What follows belongs to an exercise in optimizing a design on an open flow for small area, a short achievable clock period and few clock cycles per item; a production flow would make more cautious choices. Function was not checked in any run shown here: the RTL went through the layout flow alone. Power is estimated from default activity; no workload was simulated.

==> flow/config.mk <==
export PLATFORM = sky130hd
export DESIGN_NAME = bp91_codec
export DESIGN_NICKNAME = bp91_codec
export VERILOG_FILES = /design/flow/design.v
export SDC_FILE = /design/flow/constraint.sdc
export NUM_CORES = 4
export LEC_CHECK = 0
export CAP_MARGIN = 20
export CORE_MARGIN = 2
export CORE_UTILIZATION = 25
export PLACE_DENSITY = 0.45
export SLEW_MARGIN = 20
==> flow/constraint.sdc <==
create_clock -name core_clock -period 12.0 [get_ports {clk}]
set_input_delay 2.4000 -clock core_clock [delete_from_list [all_inputs] [get_ports {clk}]]
set_output_delay 2.4000 -clock core_clock [all_outputs]
set_load 0.01 [all_outputs]
==> flow/design.v <==
module bp91_codec (
    input  wire        clk,
    input  wire        rst,
    input  wire        cmd_valid,
    output wire        cmd_ready,
    input  wire [1:0]  cmd_op,
    input  wire [11:0] cmd_len,
    input  wire        in_valid,
    output wire        in_ready,
    input  wire [7:0]  in_data,
    output wire        out_valid,
    input  wire        out_ready,
    output wire [7:0]  out_data,
    output reg         done,
    output reg  [7:0]  err_code,
    output reg  [11:0] err_info
);
    localparam OP_LOAD = 2'd0;
    localparam OP_ENC  = 2'd1;
    localparam OP_DEC  = 2'd2;
    localparam OP_DECS = 2'd3;
    localparam T_CHAR  = 2'd0;
    localparam T_BYTE  = 2'd1;
    localparam T_MARK  = 2'd2;
    localparam QD = 5;             
    localparam CD = 6;             
    integer i;
    reg [6:0] ring [0:90];
    reg [6:0] b;
    reg        nv;
    reg [1:0]  nop;
    reg [11:0] nlen;
    reg        ia;
    reg [1:0]  iop;
    reg [11:0] irem;
    reg        ilast;       
    reg        in_rdy;
    assign cmd_ready = !nv;
    assign in_ready  = in_rdy;
    wire cmd_fire = cmd_valid && !nv;
    wire in_fire  = in_valid && in_rdy;
    reg        hv, tv;
    reg [1:0]  hop, top_;
    reg        hlast, tlast;
    reg        hnob, tnob;
    reg [7:0]  hdat, tdat;
    reg [11:0] kidx;
    reg        alpha_ok;
    reg        errf;
    reg        e7;
    reg [11:0] eidx;
    reg        dupf;
    reg [6:0]  dupidx;
    reg        pdv;
    reg [2:0]  pdc;
    reg [11:0] pdi;
    reg        pv;
    reg [1:0]  pop_;
    reg        plast;
    reg        phas;         
    reg [7:0]  pdat;         
    reg        pendv;
    reg [6:0]  pend;
    reg        kv;
    reg [1:0]  kop;
    reg        klast;
    reg        khas;
    reg        kpendv;
    reg [13:0] kdat;
    reg [20:0] acc;
    reg [4:0]  n;
    reg        fl;
    reg        menc;
    reg        half;         
    reg [13:0] cr;
    reg        crv, cr2;
    reg [2:0]  tot;          
    reg        room;         
    reg        xv;
    reg [1:0]  xt;
    reg        xsel;
    reg [13:0] xdat;
    reg        x2v;
    reg [1:0]  x2t;
    reg        x2sel;
    reg [6:0]  x2hi, x2lo;
    reg        zv;
    reg [1:0]  zt;
    reg [7:0]  zdat;
    reg [8:0]  q [0:QD-1];
    reg [2:0]  qwp, qrp;
    reg [2:0]  qn;
    reg        ov;
    reg [7:0]  ob;
    assign out_valid = ov;
    assign out_data  = ob;
    always @(*) begin
        case (pdc)
            3'd7:    err_code = 8'h13;
            default: err_code = {5'd0, pdc};
        endcase
        err_info = pdi;
    end
    wire c_load = (hop == OP_LOAD);
    wire c_enc  = (hop == OP_ENC);
    wire c_dec  = hop[1];
    reg  [90:0] match;
    reg  [6:0]  pos;
    always @(*) begin
        pos = 7'd0;
        for (i = 0; i < 91; i = i + 1) begin
            match[i] = (ring[i] == hdat[6:0]) && (!c_load || (kidx[6:0] > i));
            if (match[i]) pos = pos | i[6:0];
        end
    end
    wire       anym    = |match;
    wire       member  = !hdat[7] && anym && !hnob;
    wire [7:0] dsub    = {1'b0, b} - {1'b0, pos};
    wire [6:0] digit   = dsub[7] ? (dsub[6:0] + 7'd91) : dsub[6:0];
    wire       k91      = (kidx < 12'd91);
    wire       need_ins = c_load && !hnob && k91;
    wire [6:0] kidx_m1  = kidx[6:0] - 7'd1;
    wire ds_empty = !pv && !kv && !fl && !xv && !x2v && !zv;
    wire ins_ok   = (kidx == 12'd0) ? ds_empty : (b == kidx_m1);
    wire p_free;
    wire c_take = hv && p_free && (!need_ins || ins_ok) && (!hlast || !pdv);
    wire c_ins  = c_take && need_ins;
    wire [11:0] kidx_p1 = kidx + 12'd1;
    reg  [2:0]  fin_c;
    reg  [11:0] fin_i;
    reg         fin_ok;
    wire cur_bad = hdat[7];
    wire cur_dup = !hdat[7] && anym;
    always @(*) begin
        fin_c  = 3'd0;
        fin_i  = 12'd0;
        fin_ok = alpha_ok;
        if (c_load) begin
            fin_ok = 1'b0;
            if (hnob || kidx != 12'd90) begin
                fin_c = 3'd1;
                fin_i = hnob ? 12'd0 : kidx_p1;
            end else if (errf || cur_bad) begin
                fin_c = 3'd2;
                fin_i = errf ? eidx : kidx;
            end else if (dupf || cur_dup) begin
                fin_c = 3'd3;
                fin_i = dupf ? {5'd0, dupidx} : kidx;
            end else begin
                fin_ok = 1'b1;
            end
        end else if (!alpha_ok) begin
            fin_c = 3'd7;
        end else if (hop == OP_DECS) begin
            if (errf) begin
                fin_c = e7 ? 3'd4 : 3'd5;
                fin_i = eidx;
            end else if (!hnob && !member) begin
                fin_c = hdat[7] ? 3'd4 : 3'd5;
                fin_i = kidx;
            end
        end
    end
    wire p_dec = pop_[1];
    wire p_enc = (pop_ == OP_ENC);
    wire p_fwd = p_enc || plast || (phas && pendv);
    wire k_free;
    wire p_take = pv && (!p_fwd || k_free);
    assign p_free = !pv || p_take;
    wire [13:0] p_v = {7'd0, pend} + {7'd0, pdat[6:0]} * 14'd91;
    wire n_gt13 = (n > 5'd13);
    wire n_gt7  = (n > 5'd7);
    wire big13  = (acc[12:0] > 13'd88);
    wire two    = n_gt7 || (acc[13:0] > 14'd90);
    wire cr_iss  = crv && room;
    wire cr_free = !crv || (cr_iss && (half || !cr2));
    wire ext     = menc && n_gt13 && cr_free;                  
    wire fin_ld  = menc && fl && !n_gt13 && (n != 5'd0) && cr_free;
    wire i_byte  = !menc && n_gt7 && room;
    wire i_mark  = fl && room && (menc ? ((n == 5'd0) && !crv) : !n_gt7);
    wire issue   = cr_iss || i_byte || i_mark;
    wire emit    = i_byte;
    wire clr     = fin_ld || i_mark;
    reg  k_acc;
    always @(*) begin
        k_acc = 1'b0;
        if (kv && !fl) begin
            if (kop == OP_ENC)
                k_acc = !khas || !n_gt13 || cr_free;
            else if (kop[1])
                k_acc = (!khas && !kpendv) || !n_gt7 || (room && (n < 5'd16));
            else
                k_acc = 1'b1;
        end
    end
    assign k_free = !kv || k_acc;
    wire k_ins = k_acc && (khas || kpendv) && (kop != OP_LOAD);
    wire k_is13 = (kdat[12:0] > 13'd88);
    wire [28:0] acc_or = {8'd0, acc} | (k_ins ? ({15'd0, kdat} << n) : 29'd0);
    wire [28:0] acc_s13 = acc_or >> 13;
    wire [28:0] acc_s14 = acc_or >> 14;
    wire [28:0] acc_s8  = acc_or >> 8;
    wire [20:0] acc_nx = ext ? (big13 ? acc_s13[20:0] : acc_s14[20:0]) :
                         (emit ? acc_s8[20:0] : acc_or[20:0]);
    wire [4:0]  kk     = ext ? (big13 ? 5'd13 : 5'd14) : (emit ? 5'd8 : 5'd0);
    wire [4:0]  n_sub  = n - kk;
    wire [4:0]  n_nx   = !k_ins ? n_sub :
                         (kop == OP_ENC) ? (n_sub + 5'd8) :
                         khas ? (n_sub + (k_is13 ? 5'd13 : 5'd14)) : 5'd8;
    wire [24:0] x_prod = xdat * 25'd2881;
    wire [6:0]  x_hi   = x_prod[24:18];                      
    wire [6:0]  x2_m   = x2hi * 7'd91;                       
    wire [6:0]  x2_lo  = x2lo - x2_m;                        
    wire [6:0]  x2_d   = x2sel ? x2hi : x2_lo;
    wire [7:0]  x2_t   = {1'b0, b} + 8'd1 - {1'b0, x2_d};
    wire [6:0]  x2_adr = x2_t[7] ? (x2_t[6:0] + 7'd91) :
                         ((x2_t[6:0] == 7'd91) ? 7'd0 : x2_t[6:0]);
    wire [6:0] z_rd  = ring[zdat[6:0]];
    wire [7:0] w_dat = (zt == T_CHAR) ? {1'b0, z_rd} : zdat;
    wire       w_mk  = (zt == T_MARK);
    wire [8:0] qh     = q[qrp];
    wire       o_free = !ov || out_ready;
    wire       q_pop  = o_free && (qn != 3'd0);
    wire       o_xfer = ov && out_ready;
    wire [1:0] gone   = {1'b0, o_xfer} + {1'b0, q_pop && qh[8]};
    wire push_zero;
    wire in_push = in_fire || push_zero;
    wire i_end  = in_fire && ilast;
    wire i_idle = !ia || i_end;
    wire act    = i_idle && nv && (nlen != 12'd0);
    assign push_zero = !ia && nv && (nlen == 12'd0) && !(hv && tv);
    wire [1:0] push_op   = in_fire ? iop : nop;
    wire       push_last = in_fire ? ilast : 1'b1;
    wire       push_nob  = !in_fire;
    always @(posedge clk) begin
        for (i = 1; i < 91; i = i + 1) ring[i] <= ring[i-1];
        ring[0] <= c_ins ? hdat[6:0] : ring[90];
        xt    <= i_mark ? T_MARK : (i_byte ? T_BYTE : T_CHAR);
        xsel  <= half;
        xdat  <= i_byte ? {6'd0, acc[7:0]} : cr;
        x2t   <= xt;
        x2sel <= xsel;
        x2hi  <= (xt == T_CHAR) ? x_hi : {6'd0, xdat[7]};
        x2lo  <= xdat[6:0];
        zt    <= x2t;
        zdat  <= (x2t == T_CHAR) ? {1'b0, x2_adr} : {x2hi[0], x2lo};
        if (rst) begin
            b        <= 7'd0;
            nv       <= 1'b0;
            ia       <= 1'b0;
            in_rdy   <= 1'b0;
            hv       <= 1'b0;
            tv       <= 1'b0;
            kidx     <= 12'd0;
            alpha_ok <= 1'b0;
            errf     <= 1'b0;
            dupf     <= 1'b0;
            pdv      <= 1'b0;
            pdc      <= 3'd0;
            pdi      <= 12'd0;
            pv       <= 1'b0;
            pendv    <= 1'b0;
            kv       <= 1'b0;
            acc      <= 21'd0;
            n        <= 5'd0;
            fl       <= 1'b0;
            menc     <= 1'b0;
            half     <= 1'b0;
            crv      <= 1'b0;
            tot      <= 3'd0;
            room     <= 1'b1;
            xv       <= 1'b0;
            x2v      <= 1'b0;
            zv       <= 1'b0;
            qwp      <= 3'd0;
            qrp      <= 3'd0;
            qn       <= 3'd0;
            ov       <= 1'b0;
            done     <= 1'b0;
        end else begin
            if (c_ins && kidx == 12'd0)
                b <= 7'd0;
            else
                b <= (b == 7'd90) ? 7'd0 : b + 7'd1;
            if (cmd_fire) begin
                nv   <= 1'b1;
                nop  <= cmd_op;
                nlen <= cmd_len;
            end
            if (act) begin
                ia    <= 1'b1;
                iop   <= nop;
                irem  <= nlen;
                ilast <= (nlen == 12'd1);
                nv    <= 1'b0;
            end else if (push_zero) begin
                nv    <= 1'b0;
            end else if (in_fire) begin
                irem  <= irem - 12'd1;
                ilast <= (irem == 12'd2);
                if (ilast) ia <= 1'b0;
            end
            if (c_take) begin
                if (tv) begin
                    hop <= top_; hlast <= tlast; hnob <= tnob; hdat <= tdat;
                    if (in_push) begin
                        top_ <= push_op; tlast <= push_last; tnob <= push_nob; tdat <= in_data;
                    end else begin
                        tv <= 1'b0;
                    end
                end else begin
                    hv <= in_push;
                    hop <= push_op; hlast <= push_last; hnob <= push_nob; hdat <= in_data;
                end
            end else if (in_push) begin
                if (!hv) begin
                    hv <= 1'b1;
                    hop <= push_op; hlast <= push_last; hnob <= push_nob; hdat <= in_data;
                end else begin
                    tv <= 1'b1;
                    top_ <= push_op; tlast <= push_last; tnob <= push_nob; tdat <= in_data;
                end
            end
            begin : rdy
                reg [1:0] cnt_next;
                reg       ia_next;
                cnt_next = {1'b0, hv} + {1'b0, tv} + {1'b0, in_push} - {1'b0, c_take};
                ia_next  = act || (ia && !i_end);
                in_rdy  <= ia_next && (cnt_next <= 2'd1);
            end
            if (c_take) begin
                kidx <= hlast ? 12'd0 : kidx_p1;
                if (c_load) begin
                    if (!hnob && k91) begin
                        if (!errf && cur_bad) begin
                            errf <= 1'b1;
                            eidx <= kidx;
                        end
                        if (!dupf && cur_dup) begin
                            dupf   <= 1'b1;
                            dupidx <= kidx[6:0];
                        end
                    end
                end else if (hop == OP_DECS && alpha_ok && !hnob && !member && !errf) begin
                    errf <= 1'b1;
                    eidx <= kidx;
                    e7   <= hdat[7];
                end
                if (hlast) begin
                    errf <= 1'b0;
                    dupf <= 1'b0;
                    pdv  <= 1'b1;
                    pdc  <= fin_c;
                    pdi  <= fin_i;
                    if (c_load) alpha_ok <= fin_ok;
                end
            end
            if (p_take) begin
                if (p_dec) begin
                    if (plast) begin
                        pendv <= 1'b0;
                    end else if (phas) begin
                        pendv <= !pendv;
                        if (!pendv) pend <= pdat[6:0];
                    end
                end
            end
            if (p_take || !pv) begin
                pv <= c_take && (c_enc ? (alpha_ok || hlast) : (hlast || (c_dec && alpha_ok && member)));
                pop_  <= hop;
                plast <= hlast;
                phas  <= c_enc ? (alpha_ok && !hnob) : (c_dec && alpha_ok && member);
                pdat  <= c_enc ? hdat : {1'b0, digit};
            end
            if (k_acc || !kv) begin
                kv <= p_take && p_fwd;
                kop <= pop_;
                klast <= plast;
                if (p_enc) begin
                    khas   <= phas;
                    kpendv <= 1'b0;
                    kdat   <= {6'd0, pdat};
                end else if (p_dec) begin
                    if (phas && pendv) begin
                        khas   <= 1'b1;
                        kpendv <= 1'b0;
                        kdat   <= p_v;
                    end else begin
                        khas   <= 1'b0;
                        kpendv <= phas || pendv;
                        kdat   <= {7'd0, phas ? pdat[6:0] : pend};
                    end
                end else begin
                    khas   <= 1'b0;
                    kpendv <= 1'b0;
                end
            end
            if (k_acc) begin
                menc <= (kop == OP_ENC);
                if (klast) fl <= 1'b1;
            end
            if (ext || fin_ld) begin
                cr   <= (ext && big13) ? {1'b0, acc[12:0]} : acc[13:0];
                cr2  <= ext || two;
                crv  <= 1'b1;
                half <= 1'b0;
            end else if (cr_iss) begin
                if (half || !cr2) begin
                    crv  <= 1'b0;
                    half <= 1'b0;
                end else begin
                    half <= 1'b1;
                end
            end
            if (clr) begin
                acc  <= 21'd0;
                n    <= 5'd0;
                if (i_mark) fl <= 1'b0;
            end else begin
                acc <= acc_nx;
                n   <= n_nx;
            end
            xv  <= issue;
            x2v <= xv;
            zv  <= x2v;
            begin : cred
                reg [2:0] tn;
                tn = tot + {2'd0, issue} - {1'd0, gone};
                tot  <= tn;
                room <= (tn < CD);
            end
            if (zv) begin
                q[qwp] <= {w_mk, w_dat};
                qwp    <= (qwp == QD - 1) ? 3'd0 : qwp + 3'd1;
            end
            if (q_pop)
                qrp <= (qrp == QD - 1) ? 3'd0 : qrp + 3'd1;
            qn <= qn + {2'd0, zv} - {2'd0, q_pop};
            done <= 1'b0;
            if (o_free) begin
                if (q_pop) begin
                    if (qh[8]) begin
                        done <= 1'b1;
                        pdv  <= 1'b0;
                        ov   <= 1'b0;
                    end else begin
                        ob <= qh[7:0];
                        ov <= 1'b1;
                    end
                end else begin
                    ov <= 1'b0;
                end
            end
        end
    end
endmodule
==> flow/run.sh <==
#!/bin/bash
# synth_recipe.tcl (not shown) runs the flow's synth.tcl, then flattens the netlist and writes it again
# the make line also repeats each setting of config.mk as NAME=value (left out here)
make -C /OpenROAD-flow-scripts/flow DESIGN_CONFIG=/design/flow/config.mk WORK_HOME=/design/flow/orfs CLKGATE_MAP_FILE= SYNTH_SCRIPT=/design/flow/synth_recipe.tcl finish
==> summary.md, run 1 <==
| Metric | Value |
|---|---|
| Height of the die | about 430 µm |
| Number of port buffers | 54 |
| Final WL | roughly 270 mm |
| CTS tree | built |
| Yosys top cell by area | dfxtp_1 |
| Peak supply drop | around 0.43 mV |
| Slew @ Worst Pin | approximately 1300 ps |
| Int Pwr | a little under 8000 µW |
| Sw power | approximately 4700 µW |
| Vias in the first global route | ~37000 |
| First-pass iteration count of the detailed router | 6 |
| Critical Path Fanout Max | 26 |
| Worst slew margin | approximately an eighth |
| CTS root buf | clkbuf_16 |
| Antenna violations before repair | 48 |
| Register area share after synthesis | between 40% and 50% |
| Post-synth top flop | dfxtp_1 |
| CTS Buffer Depth | 3 |
| Post_cts resized | 0 |
| Worst Clk Skew | approximately 64 ps |
| Critical path required time | 12450 ps |
| Fillers | between 15000 and 20000 |
| Final Hold Viols | 0 |
| Seq cells post-synth | roughly 960 |
| Synth top area share | between 30% and 40% |
| Area contributors post-synth | dfxtp_1, edfxtp_1, xor2_1 |
| DRC viols | 0 |
| Sw Share | between 30% and 40% |
| Register share of total power | between 20 and 30% |
| Asr flop ratio synth | 0% |
| ANT nets after route | 0 |
| Clock transition at path regs | ~60 ps |
| Final critical-path required period | between 6000 and 7000 ps |
| WS Path Type | reg -> reg |
| Via density | 5.48 |
| Total of max-cap violations | 0 |
| Cell Rows | around 160 |
| Status | no timing/DRC/antenna violations |
| Combinational Power Share | 42.6% |
| Number of synthesized flops with an enable pin | between 150 and 200 |
| Total grt overflow | 0 |
| Layout cell share with drive strength beyond 1 | 11.0% |
| Clk network pwr share | ~28% |
| Final weighted congestion of routability-driven global placement | ~1.1 |
| Fin. max-slew vios | 0 |
| Syn. warnings | 2 |
| Nets | 4759 |
| Initial Utilization | between 20% and 30% |
| Inserted Clock Buffers | between 100 and 150 |
| Critical Path Sink Type | flip-flop |
| Synth Cell Area | 0.0450 mm² |
| Area delta synth->final | 17.6% |
| CTS Sinks | about 960 |
| Largest net degree at the start of global routing | 93 |
| Fmax | approximately 160 MHz |
| Synth cell types | 90 |
| Area of the die | 0.183 mm² |
| Hold_ws | between 300 and 400 ps |
| Worst Hold Class | reg -> reg |
| Dpl hpwl | about 220 mm |
| Worst Setup Start Kind | flip-flop |
| First-pass GRT wire length | roughly 360 mm |
| Power Dens Cells | approximately 240 mW/mm² |
| Crit path DAT | about 6600 ps |
| Commonest non-fill, non-tap cells in the layout | dfxtp_1, xor2_1, xnor2_1 |
| Average size of a mapped cell | 10.3 µm² |
| I/O pin total | 59 |
| Routed wire length per instance | approximately 40 µm |
| Mapped Cells | roughly 4400 |
| Via count | ~38000 |
| GR Util All Layers | just under 30% |
| DRT iter0 DRCs | approximately 4500 |
| Die width | 428 µm |
| Core area | 0.179 mm² |
| H-Tree Depth | 3 |
| Most common cell after layout, fill and taps aside | dfxtp_1 |
| Final setup fails | 0 |
| Fin Setup TNS | 0 ps |
| CTS Hold Bufs | 0 |
| Postcts setup bufs | 0 |
| RSZ-0062 raised after global routing | no |
| Clock latency (worst-skew pair) | roughly 800 ps |
| Fin crit share | slightly above 50% |
| Static Leakage | 0.0198 µW |
-- cell families (layout without fill, tap and decap cells) --
| logic type | after synthesis | after routing | synth area share (%) |
|---|---|---|---|
| AO/OA/AOI/OAI | 824 | 824 | 12.8 |
| AND/OR/NAND/NOR | 1158 | 1158 | 13.0 |
| multiplexers | 83 | 83 | 2.47 |
| XOR/XNOR | 734 | 734 | 14.3 |
| adder cells (fa/ha/maj) | 225 | 225 | 7.20 |
| flip-flops | 957 | 957 | 46.6 |
| other | 1 | 18 | 0.00834 |
| buffers and inverters | 388 | 614 | 3.71 |
-- Yosys cell counts, drive strengths merged (11+ instances only) --
master and count:
nand2 187, and3 20, dfxtp 778, o21ai 104, a221oi 61, and2 19
a22o 43, o22ai 23, nor3 100, xnor2 361, fa 56, nor2b 36
buf 101, mux2 43, nor2 328, nor4 123, or3 19, a21o 21
mux4 18, o21a 13, a31oi 26, edfxtp 179, nand4 138, ha 169
a211oi 16, a21oi 155, mux2i 22, clkbuf 93, nand3 113, xor2 373
a22oi 239, a2111oi 11, nand2b 22, o211ai 16, inv 190
-- power by group through the flow --
stage | combinational (µW) | clock [µW] | sequential (µW)
2_1_floorplan | 4050 | 0 | 3610
3_3_place_gp | 5320 | 0 | 3750
3_5_place_dp | 5340 | 0 | 3750
4_1_cts | 5400 | 3540 | 3680
5_1_grt | 6140 | 3670 | 3700
6_report | 5330 | 3500 | 3670
-- metrics by stage --
step                      instance area (µm²)  total power (µW)  setup WS (ps)  cells  utilization (%)
after floorplan                         45000              7670           7410   4373                -
after global placement                  49100              9070           5750   6753             27.5
after detailed placement                49100              9090           5940   6754             27.5
after CTS                               52800             12600           5900   6954             29.6
after global routing                    52800             13500           5490   6956             29.6
final                                   52900             12500           5840   6968             29.6
-- path summary, 6_finish.rpt --
path                 from       to  slack (ps)  cells past startpoint
setup / recovery  kidx[0]  pdat[2]        5840                     20
hold / removal       xsel    x2sel         330                      0
setup reg to reg  kidx[0]  pdat[2]        5840                     20
hold reg to reg      xsel    x2sel         330                      0
-- worst max-delay path, stage by stage (launching register included) --
cell,delay [ps]
dfxtp_1,910
ha_1,510
nand3_1,530
o211a_1,450
a41oi_1,350
a21oi_1,170
or3_4,440
nor3_1,300
nand4_1,270
inv_1,130
ha_1,220
nor2b_1,120
o21ai_0,200
a21oi_1,120
o21ai_0,170
nand2_1,110
a21o_1,180
a21o_1,260
nor2_1,150
xor2_1,180
a21oi_1,80
-- routing by layer --
metal	global-route usage, %	wire [µm]	up-vias
met3	6.80	22100	659
li1	-	-	16000
met2	43.2	116000	2081
met4	19.0	21400	20
met5	0	136	-
met1	37.0	112000	19400
-- state kept, by name (all words and copies together) (netlist names), 7 cells and up, named ones only --
signal / flops
nlen: 12
x2lo: 7
tdat: 8
ob: 8
kdat: 14
hdat: 8
ring: 637
eidx: 12
pdat: 8
pdi: 12
cr: 14
xdat: 14
zdat: 8
x2hi: 7
kidx: 12
b: 7
pend: 7
irem: 12
q: 45
acc: 21
dupidx: 7
-- layout make-up --
| class | instances | area, µm² | share of cell area, % |
|---|---|---|---|
| Tap cell | 2355 | 2950 | 5.57 |
| Inverter | 194 | 728 | 1.38 |
| Clock buffer | 146 | 3000 | 5.67 |
| Antenna cell | 14 | 35.0 | 0.0663 |
| Timing Repair Buffer | 220 | 1850 | 3.51 |
| Clock inverter | 54 | 716 | 1.35 |
| Multi-Input combinational cell | 3028 | 22600 | 42.8 |
| Sequential cell | 957 | 21000 | 39.6 |
==> inputs of run 2 (changes only) <==
--- a/flow/config.mk
+++ b/flow/config.mk
@@ -9,4 +9,4 @@
 export CORE_MARGIN = 2
-export CORE_UTILIZATION = 25
-export PLACE_DENSITY = 0.45
+export CORE_UTILIZATION = 50
+export PLACE_DENSITY = 0.7
 export SLEW_MARGIN = 20
==> summary.md, run 2 <==
| Metric | Value |
|---|---|
| Final weighted congestion of routability-driven global placement | 1.24 |
| Synth cell types | 90 |
| Fin crit share | between 50% and 60% |
| Fin Setup TNS | 0 ps |
| Total of max-cap violations | 0 |
| DRT iter0 DRCs | between 7000 and 8000 |
| Final setup fails | 0 |
| ANT nets after route | 0 |
| Largest net degree at the start of global routing | 94 |
| Area of the die | ~0.09 mm² |
| Crit path DAT | 6720 ps |
| Synth top area share | between 30% and 40% |
| Fillers | 7296 |
| Status | no timing/DRC/antenna violations |
| CTS Sinks | about 960 |
| Postcts setup bufs | 0 |
| Synth Cell Area | ~0.045 mm² |
| Total grt overflow | 0 |
| Commonest non-fill, non-tap cells in the layout | dfxtp_1, xor2_1, xnor2_1 |
| Critical Path Fanout Max | 23 |
| CTS tree | built |
| Critical path required time | 12410 ps |
| Initial Utilization | 50.6% |
| Clk network pwr share | between 20% and 30% |
| CTS Buffer Depth | 3 |
| Dpl hpwl | around 190 mm |
| GR Util All Layers | 52.5% |
| CTS Hold Bufs | 0 |
| Sw Share | around 40% |
| Height of the die | 304 µm |
| Worst slack, placed | 6470 ps |
| Number of synthesized flops with an enable pin | roughly 180 |
| Seq cells post-synth | roughly 960 |
| Crit path cell chain | buf_4 -> nor4_2 -> buf_4 -> nand2_1 -> a21oi_1 -> nor3_1 -> a31oi_1 -> nand4b_1 -> or4b_2 -> nor3_1 -> ha_1 -> o21ai_0 -> nand2_1 -> a21o_1 -> a21o_1 -> nor2_1 -> xnor2_1 -> a21oi_1 |
| Layout cell share with drive strength beyond 1 | between 10% and 20% |
| Die width | ~300 µm |
| Total power | between 10000 and 15000 µW |
| Post-synth top cells | dfxtp_1, xor2_1, xnor2_1, nor2_1, a22oi_1 |
| I/O pin total | 59 |
| First-pass iteration count of the detailed router | 9 |
| H-Tree Depth | 3 |
| Nets | approximately 4700 |
| Most common cell after layout, fill and taps aside | dfxtp_1 |
| Cell Rows | 109 |
| Int Pwr | 7830 µW |
| Area delta synth->final | 13.8% |
| Register share of total power | ~28% |
| Clock transition at path regs | around 60 ps |
| Worst slew margin | under 10% |
| Slew @ Worst Pin | 1390 ps |
| Final WL | between 200 and 250 mm |
| Final Hold Viols | 0 |
| Number of port buffers | 54 |
| Biggest register | ring |
| Via count | ~41000 |
| Worst Hold Class | reg -> reg |
| First-pass GRT wire length | between 300 and 400 mm |
| Routed wire length per instance | between 40 and 50 µm |
| Fin. max-slew vios | 0 |
| Post-synth top flop | dfxtp_1 |
| Most common cell in the netlist | dfxtp_1 |
| Core area | just under 0.09 mm² |
| Mapped Cells | 4370 |
| Critical Path Sink Type | flip-flop |
| RSZ-0062 raised after global routing | no |
| Inserted Clock Buffers | just under 100 |
| Final critical-path required period | ~6300 ps |
| Via density | roughly 7.1 |
| Sw power | between 5000 and 6000 µW |
| Syn. warnings | 2 |
| Yosys top cell by area | dfxtp_1 |
| Setup ws final | between 5000 and 6000 ps |
| Register area share after synthesis | a little under half |
| CTS root buf | clkbuf_16 |
| Power Dens Cells | ~250 mW/mm² |
| Average size of a mapped cell | roughly 10 µm² |
| WS Path Type | reg -> reg |
| CP max-delay cell | a21oi_1 |
| Area contributors post-synth | dfxtp_1, edfxtp_1, xor2_1 |
| Clock latency (worst-skew pair) | around 730 ps |
| Slowest cell delay on critical path | approximately 920 ps |
| Asr flop ratio synth | 0% |
| Worst Clk Skew | between 30 and 40 ps |
| Worst Setup Start Kind | flip-flop |
| Largest register FFs | 637 |
| Vias in the first global route | between 30000 and 40000 |
| Peak supply drop | ~0.46 mV |
| Post_cts resized | 0 |
| DRC viols | 0 |
| Largest regs | ring (637), q (45), acc (21) |
| Fmax | approximately 160 MHz |
| Antenna violations before repair | 37 |
| Static Leakage | 0.0197 µW |
| Combinational Power Share | roughly 45% |
## run 2: cell types whose count changed in the layout (fill, tap and decap cells not counted), sizes merged
cell,delta
diode,+15
clkbuf,-7
bufinv,+3
buf,-25
clkinv,-16
clkinvlp,-1
inv,+6
## run 2: power by group through the flow
stage / Combinational [µW] / Sequential (µW) / Clock [µW]
floorplan: 4050 / 3610 / 0
global placement: 5000 / 3710 / 0
detailed placement: 5380 / 3720 / 0
CTS: 5610 / 3650 / 3380
global route: 6230 / 3670 / 3510
finish: 5770 / 3660 / 3410
## run 2: critical path, delay by kind of cell (launching register included)
family                     cells  cell delay, ps
AOI/OAI and AO/OA              6            2020
xor gates and xnor gates       1             190
and+or+nand+nor                8            2370
buffers and inverters          2             610
DFF                            1             470
adders and majority gates      1             330
## run 2: path summary, 6_finish.rpt
kind,from,endpoint,slack [ps],cells past startpoint
max,kidx[5],pdat[6],5690,18
min,xsel,x2sel,340,0
max reg2reg,kidx[5],pdat[6],5690,18
min reg2reg,xsel,x2sel,340,0
## run 2: per-layer routing
layer,track usage (%),share of wire (%),wire [µm],vias up
li1,-,-,-,16000
met1,60.7,35,86200,20000
met2,72.8,39,97500,3928
met3,25.1,15,36600,1160
met4,43.8,11,27200,32
met5,3.98,0.32,788,-
## run 2: final cells by class
type	instances	area, µm²	area share (%)
Inverter	194	728	1.42
Clock buffer	134	2860	5.58
Timing Repair Buffer	200	1730	3.38
Sequential cell	957	21000	41.0
Multi-Input combinational cell	3028	22600	44.3
Clock inverter	46	708	1.38
Tap cell	1165	1460	2.85
Antenna cell	29	72.6	0.142
## run 2: stage by stage
step                      cells  cell area, µm²  hold slack [ps]  utilization [%]
after detailed placement   5535           47300              323             53.3
after global routing       5725           51100              339             57.5
final                      5753           51100              341             57.6
after floorplan            4373           45000              310                -
after CTS                  5715           50900              337             57.3
after global placement     5533           47300              313             53.3
## run 2: cell families (layout without fill, tap and decap cells)
| kind of cell | after synthesis | in the layout | share of synthesized area [%] |
|---|---|---|---|
| AO/OA/AOI/OAI | 824 | 824 | 12.8 |
| other | 1 | 33 | 0.00834 |
| flip-flops | 957 | 957 | 46.6 |
| adder cells (fa/ha/maj) | 225 | 225 | 7.20 |
| multiplexers | 83 | 83 | 2.47 |
| buffers and inverters | 388 | 574 | 3.71 |
| AND/OR/NAND/NOR | 1158 | 1158 | 13.0 |
| XOR/XNOR | 734 | 734 | 14.3 |

separate check: timing with driven ports:
No port has a modelled driver above. Below, the same layouts with a new extraction and two added sets of constraints. Step 1, drivers: a clkbuf_16 drives clk and a buf_2 each remaining input, both assumed. Step 2 times the ports against the registers' clock, not the clock port: input delays grow and output delays shrink by t, the midpoint of the rising clock arrivals with the driver on. a / b / c = ideal ports / drivers / drivers and shift; a / b = the first two.
run	t (ns)	setup WS [ns]	latest minus earliest clock arrival (ns)	worst slew at a driven data input, ns
run 1	0.830	5.841 / 5.841 / 5.841	0.063 / 0.064	0.07
run 2	0.785	5.690 / 5.690 / 5.690	0.036 / 0.036	0.08
After both steps every run listed still meets setup and hold.
